From an optimization exercise on the open Yosys and OpenROAD flow, aimed at small area, a short achievable clock period and few clock cycles per item; shortcuts taken in it are not production practice. Function was checked by simulation only, so behaviour that the tests miss may differ from the original.

== garnet ==
==> flow/design.v (excerpt) <==
module aca_alu (
    input  wire        clk,
    input  wire        rst,         
    input  wire        in_valid,
    output reg         in_ready,
    input  wire [4:0]  in_op,
    input  wire [31:0] in_a,
    input  wire [31:0] in_b,
    input  wire [4:0]  in_tag,
    output reg         out_valid,
    input  wire        out_ready,
    output reg  [31:0] out_value,
    output reg  [1:0]  out_fault,
    output reg  [4:0]  out_tag
);
clock: 190.0 ns
lec_check: 0
cap_margin: 20
core_margin: 2
core_utilization: 65
cts_buf_list: sky130_fd_sc_hd__clkbuf_8
cts_cluster_diameter: 60
cts_cluster_size: 20
slew_margin: 20
synth_hierarchical: 1
synth_minimum_keep_size: 0
standard.sh (not shown) runs the stock make flow with config.mk's settings and CLKGATE_MAP_FILE= SYNTH_SCRIPT=/design/flow/synth_recipe.tcl, a recipe that flattens the netlist after the stock synthesis.
==> flow/flow/run.sh <==
#!/bin/bash
set -euo pipefail
R="$PWD/orfs/results/sky130hd/aca_alu/base"
bash standard.sh "$R/1_2_yosys.v" > make_synth.log 2>&1
sed -i -E 's/\bsky130_fd_sc_hd__a22oi_(2|4)\b/sky130_fd_sc_hd__a22oi_1/g' "$R/1_2_yosys.v"
grep -c "sky130_fd_sc_hd__a22oi_1" "$R/1_2_yosys.v" > resize.log
bash standard.sh "BUFFER_PORTS_ARGS=-buffer_cell sky130_fd_sc_hd__buf_1" finish > make_finish.log 2>&1
garnet: done, clean on timing, DRC and antenna
Testbench counts of garnet, summed over its fixed seeds: cycles 26,922, items 24,000.
--- input diff garnet..nickel ---
Settings: changing CORE_UTILIZATION from 65 to 50.
### Flow results
garnet has higher global-route usage than nickel. Lower met1 track demand over resource in global routing goes to nickel over garnet. Compared with garnet, in nickel shortest clock period the worst path allows after layout grew by 0.018 ns. Compared with garnet, in nickel minimum setup slack in the final design down 0.018 ns; height of the die up 14%; critical path data arrival time up 0.02 ns. On nickel: routed wire length is 2900 um higher than what garnet gave.
## Diff of input files: sierra against nickel
Settings: CORE_UTILIZATION: 50 -> 75.
==> comparison <==
sierra -> nickel: number of gates resized after cts flat. Between nickel and sierra, the highest achievable clock rate does not differ in any meaningful way. The run showing the greater sequential portion of the cell area is sierra. nickel leaves less setup margin than sierra. Comparing sierra and nickel, the higher antenna diode instance count was measured on nickel.

========
## run 1
aca_alu, a different RTL version from the one above (not shown whole).
For scale: about 2600 cells after synthesis, ~120 I/O pins, ~28000 um2 of cells after synthesis.
clock: 190.0 ns
lec_check: 0
cap_margin: 20
core_margin: 2
core_utilization: 50
cts_buf_list: sky130_fd_sc_hd__clkbuf_8
slew_margin: 20
synth_hierarchical: 1
synth_minimum_keep_size: 0
==> flow/flow/run.sh <==
#!/bin/bash
set -euo pipefail
R="$PWD/orfs/results/sky130hd/aca_alu/base"
bash standard.sh "$R/1_2_yosys.v" > make_synth.log 2>&1
sed -i -E 's/\bsky130_fd_sc_hd__a22oi_(2|4)\b/sky130_fd_sc_hd__a22oi_1/g' "$R/1_2_yosys.v"
grep -c "sky130_fd_sc_hd__a22oi_1" "$R/1_2_yosys.v" > resize.log
bash standard.sh "BUFFER_PORTS_ARGS=-buffer_cell sky130_fd_sc_hd__buf_1" REMOVE_ABC_BUFFERS=1 finish > make_finish.log 2>&1
Testbench counts of run 1, summed over its fixed seeds: cycles 26,922, items 24,000.
The inputs of run 2 differ from those of run 1 as listed below.
diff --git a/flow/flow/run.sh b/flow/flow/run.sh
--- a/flow/flow/run.sh
+++ b/flow/flow/run.sh
@@ -6,2 +6,2 @@
 grep -c "sky130_fd_sc_hd__a22oi_1" "$R/1_2_yosys.v" > resize.log
-bash standard.sh "BUFFER_PORTS_ARGS=-buffer_cell sky130_fd_sc_hd__buf_1" REMOVE_ABC_BUFFERS=1 finish > make_finish.log 2>&1
+bash standard.sh "BUFFER_PORTS_ARGS=-buffer_cell sky130_fd_sc_hd__buf_1" finish > make_finish.log 2>&1
Results
From run 1 to run 2 the numbers moved as follows: non-filler instance count after layout comparable.
Run 2 vs. run 1: growth of design area from synthesis to finish went down by 0.47 points.
In run 2 the total routed wire length on the met1 layer turned out 1.5 mm higher than in run 1.
On final cycle utilization of the critical path, run 2 tracks run 1 almost exactly.
Between run 1 and run 2, the area of combinational cells with multiple inputs does not differ in any meaningful way.
[compare] base=run 1 new=run 2: cell area reported after detailed placement about even.
Taking run 2 as 1.0, run 1 lands at 0.947 on detail-routed net length per standard cell.

========
RTL: one of the versions met above, not the one the previous note started from.
Size: about 2400 cells after synthesis, ~120 I/O pins.
export LEC_CHECK = 0
export CAP_MARGIN = 10
export CORE_MARGIN = 2
export CORE_UTILIZATION = 65
export CTS_BUF_LIST = sky130_fd_sc_hd__clkbuf_8
export CTS_CLUSTER_DIAMETER = 60
export CTS_CLUSTER_SIZE = 20
export SLEW_MARGIN = 10
export SYNTH_HIERARCHICAL = 1
export SYNTH_MINIMUM_KEEP_SIZE = 0
create_clock -name core_clock -period 190.0 [get_ports {clk}]
==> flow/flow/run.sh <==
#!/bin/bash
set -euo pipefail
R="$PWD/orfs/results/sky130hd/aca_alu/base"
bash standard.sh "$R/1_2_yosys.v" > make_synth.log 2>&1
sed -i -E 's/\bsky130_fd_sc_hd__a22oi_(2|4)\b/sky130_fd_sc_hd__a22oi_1/g' "$R/1_2_yosys.v"
grep -c "sky130_fd_sc_hd__a22oi_1" "$R/1_2_yosys.v" > resize.log
bash standard.sh "BUFFER_PORTS_ARGS=-buffer_cell sky130_fd_sc_hd__buf_1" finish > make_finish.log 2>&1
Testbench counts at the start, summed over its fixed seeds: cycles 26,922, items 24,000.
Then changed:
--- a/flow/config.mk
+++ b/flow/config.mk
@@ -7,9 +7,9 @@
 export LEC_CHECK = 0
-export CAP_MARGIN = 10
+export CAP_MARGIN = 20
 export CORE_MARGIN = 2
 export CORE_UTILIZATION = 65
-export CTS_BUF_LIST = sky130_fd_sc_hd__clkbuf_8
-export CTS_CLUSTER_DIAMETER = 60
-export CTS_CLUSTER_SIZE = 20
-export SLEW_MARGIN = 10
+export CTS_BUF_LIST = sky130_fd_sc_hd__clkbuf_4
+export CTS_CLUSTER_DIAMETER = 40
+export CTS_CLUSTER_SIZE = 10
+export SLEW_MARGIN = 20
 export SYNTH_HIERARCHICAL = 1
Cell area goes up slightly. Cell count goes up slightly.

========
Starting RTL as in the previous note.
==> flow/config.mk <==
export PLATFORM = sky130hd
export DESIGN_NAME = aca_alu
export DESIGN_NICKNAME = aca_alu
export VERILOG_FILES = /design/flow/design.v
export SDC_FILE = /design/flow/constraint.sdc
export NUM_CORES = 4
export LEC_CHECK = 0
export CAP_MARGIN = 20
export CORE_MARGIN = 2
export CORE_UTILIZATION = 50
export CTS_BUF_LIST = sky130_fd_sc_hd__clkbuf_8
export CTS_CLUSTER_DIAMETER = 50
export CTS_CLUSTER_SIZE = 16
export SLEW_MARGIN = 20
export SYNTH_HIERARCHICAL = 1
export SYNTH_MINIMUM_KEEP_SIZE = 0
==> flow/constraint.sdc <==
create_clock -name core_clock -period 190.0 [get_ports {clk}]
set_input_delay 38.0000 -clock core_clock [delete_from_list [all_inputs] [get_ports {clk}]]
set_output_delay 38.0000 -clock core_clock [all_outputs]
set_load 0.01 [all_outputs]
Scripts as last shown in full above: flow/flow/run.sh
Testbench counts at the start, summed over its fixed seeds: cycles 26,922, items 24,000.
Rerun with:
Settings changed: CTS_BUF_LIST sky130_fd_sc_hd__clkbuf_8 to sky130_fd_sc_hd__clkbuf_16, CTS_CLUSTER_DIAMETER 50 to 80, CTS_CLUSTER_SIZE 16 to 30.
The changed run went through all stages and came out clean; sequential share of layout area hardly moves; design area is about the same; routed wire length is lower by 0.71%; die area does not change; area after synthesis stays the same; worst setup slack is better by 0.040 ns; via count went down by 1.0%.

========
## job 3669
RTL: one of the versions met above, not the one the previous note started from.
For scale: ~270 flip-flops, about 120 I/O pins, ~29000 µm² of cells after synthesis.
==> flow/config.mk <==
export PLATFORM = sky130hd
export DESIGN_NAME = aca_alu
export DESIGN_NICKNAME = aca_alu
export VERILOG_FILES = /design/flow/design.v
export SDC_FILE = /design/flow/constraint.sdc
export NUM_CORES = 4
export LEC_CHECK = 0
export CAP_MARGIN = 20
export CORE_MARGIN = 2
export CORE_UTILIZATION = 50
export CTS_BUF_LIST = sky130_fd_sc_hd__clkbuf_8
export SLEW_MARGIN = 20
export SYNTH_HIERARCHICAL = 1
export SYNTH_MINIMUM_KEEP_SIZE = 0
==> flow/constraint.sdc <==
create_clock -name core_clock -period 190.0 [get_ports {clk}]
set_input_delay 38.0000 -clock core_clock [delete_from_list [all_inputs] [get_ports {clk}]]
set_output_delay 38.0000 -clock core_clock [all_outputs]
set_load 0.01 [all_outputs]
==> flow/flow/run.sh <==
#!/bin/bash
# The standard layout, with the ports buffered by the smallest buffer
# (sky130_fd_sc_hd__buf_1) instead of the default choice.
set -euo pipefail
bash standard.sh "BUFFER_PORTS_ARGS=-buffer_cell sky130_fd_sc_hd__buf_1" finish > make_finish.log 2>&1
Job 3669 completed end to end with timing, DRC and antenna clean.
Testbench counts of job 3669, summed over its fixed seeds: cycles 26,922, items 24,000.
--- input diff job 3669..job 3040 ---
==> flow/run.sh (new file) <==
#!/bin/bash
# synth_recipe.tcl (not shown) runs the flow's synth.tcl, then flattens the netlist and writes it again
# the make line also repeats each setting of config.mk as NAME=value (left out here)
make -C /OpenROAD-flow-scripts/flow DESIGN_CONFIG=/design/flow/config.mk WORK_HOME=/design/flow/orfs CLKGATE_MAP_FILE= SYNTH_SCRIPT=/design/flow/synth_recipe.tcl finish
removed: flow/flow/run.sh
removed: flow/standard.sh
The final reports for job 3040 and job 3669 show worst-case register-to-register setup slack higher in the former. Each of the runs, namely job 3669 and job 3040, reached the end of the flow and came out clean. Final cell count delta (job 3669 -> job 3040): insignificant. Compared with job 3669, job 3040 shows number of vias per cell after detailed routing that has gone down slightly.

afterwards: timing with drivers on the ports:
In the flow no input, the clock included, has a driving cell. The finished layouts below were timed again as built, in two steps.
Step 1 sets driving cells, clkbuf_16 on the clock port and buf_2 on the other inputs (assumed; they add their load-dependent delay and slew).
Step 2 times the ports against the registers' clock, not the clock port: input delays grow and output delays shrink by t, the midpoint of the rising clock arrivals with the driver on.
a / b / c = ideal / step 1 / step 2; a / b = the first two.
| run | t, ns | setup slack, ns | hold slack, ns | worst setup path after step 2 | cell pins on the clock port's net |
|---|---|---|---|---|---|
| garnet | 0.696 | 150.762 / 150.706 / 150.544 | 0.474 / 0.474 / 0.474 | input to register | 1 |
| nickel | 0.700 | 150.744 / 150.691 / 150.486 | 0.502 / 0.502 / 0.502 | input to register | 1 |
| sierra | 0.721 | 150.750 / 150.697 / 150.580 | 0.499 / 0.499 / 0.499 | input to register | 1 |
| run 1 | 0.707 | 150.762 / 150.699 / 150.715 | 0.483 / 0.483 / 0.483 | input to register | 1 |
| run 2 | 0.729 | 150.777 / 150.715 / 150.569 | 0.471 / 0.471 / 0.471 | input to register | 1 |
| the first run of note 3 | 0.696 | 150.770 / 150.714 / 150.621 | 0.474 / 0.474 / 0.474 | input to register | 1 |
| the second run of note 3 | 0.841 | 150.620 / 150.563 / 150.535 | 0.470 / 0.470 / 0.470 | input to register | 1 |
| the first run of note 4 | 0.677 | 150.806 / 150.752 / 150.435 | 0.495 / 0.495 / 0.495 | input to register | 1 |
| the second run of note 4 | 0.627 | 150.846 / 150.788 / 150.491 | 0.510 / 0.510 / 0.510 | input to register | 1 |
| job 3669 | 0.740 | 150.752 / 150.694 / 150.539 | 0.468 / 0.468 / 0.468 | input to register | 1 |
| job 3040 | 0.680 | 150.426 / 150.369 / 150.137 | 0.460 / 0.460 / 0.460 | input to register | 1 |
After both steps setup and hold are still met in every run listed. For the first run of note 4, which loses most, drivers alone change the setup slack by -0.054 ns; drivers and shift together by -0.371 ns.
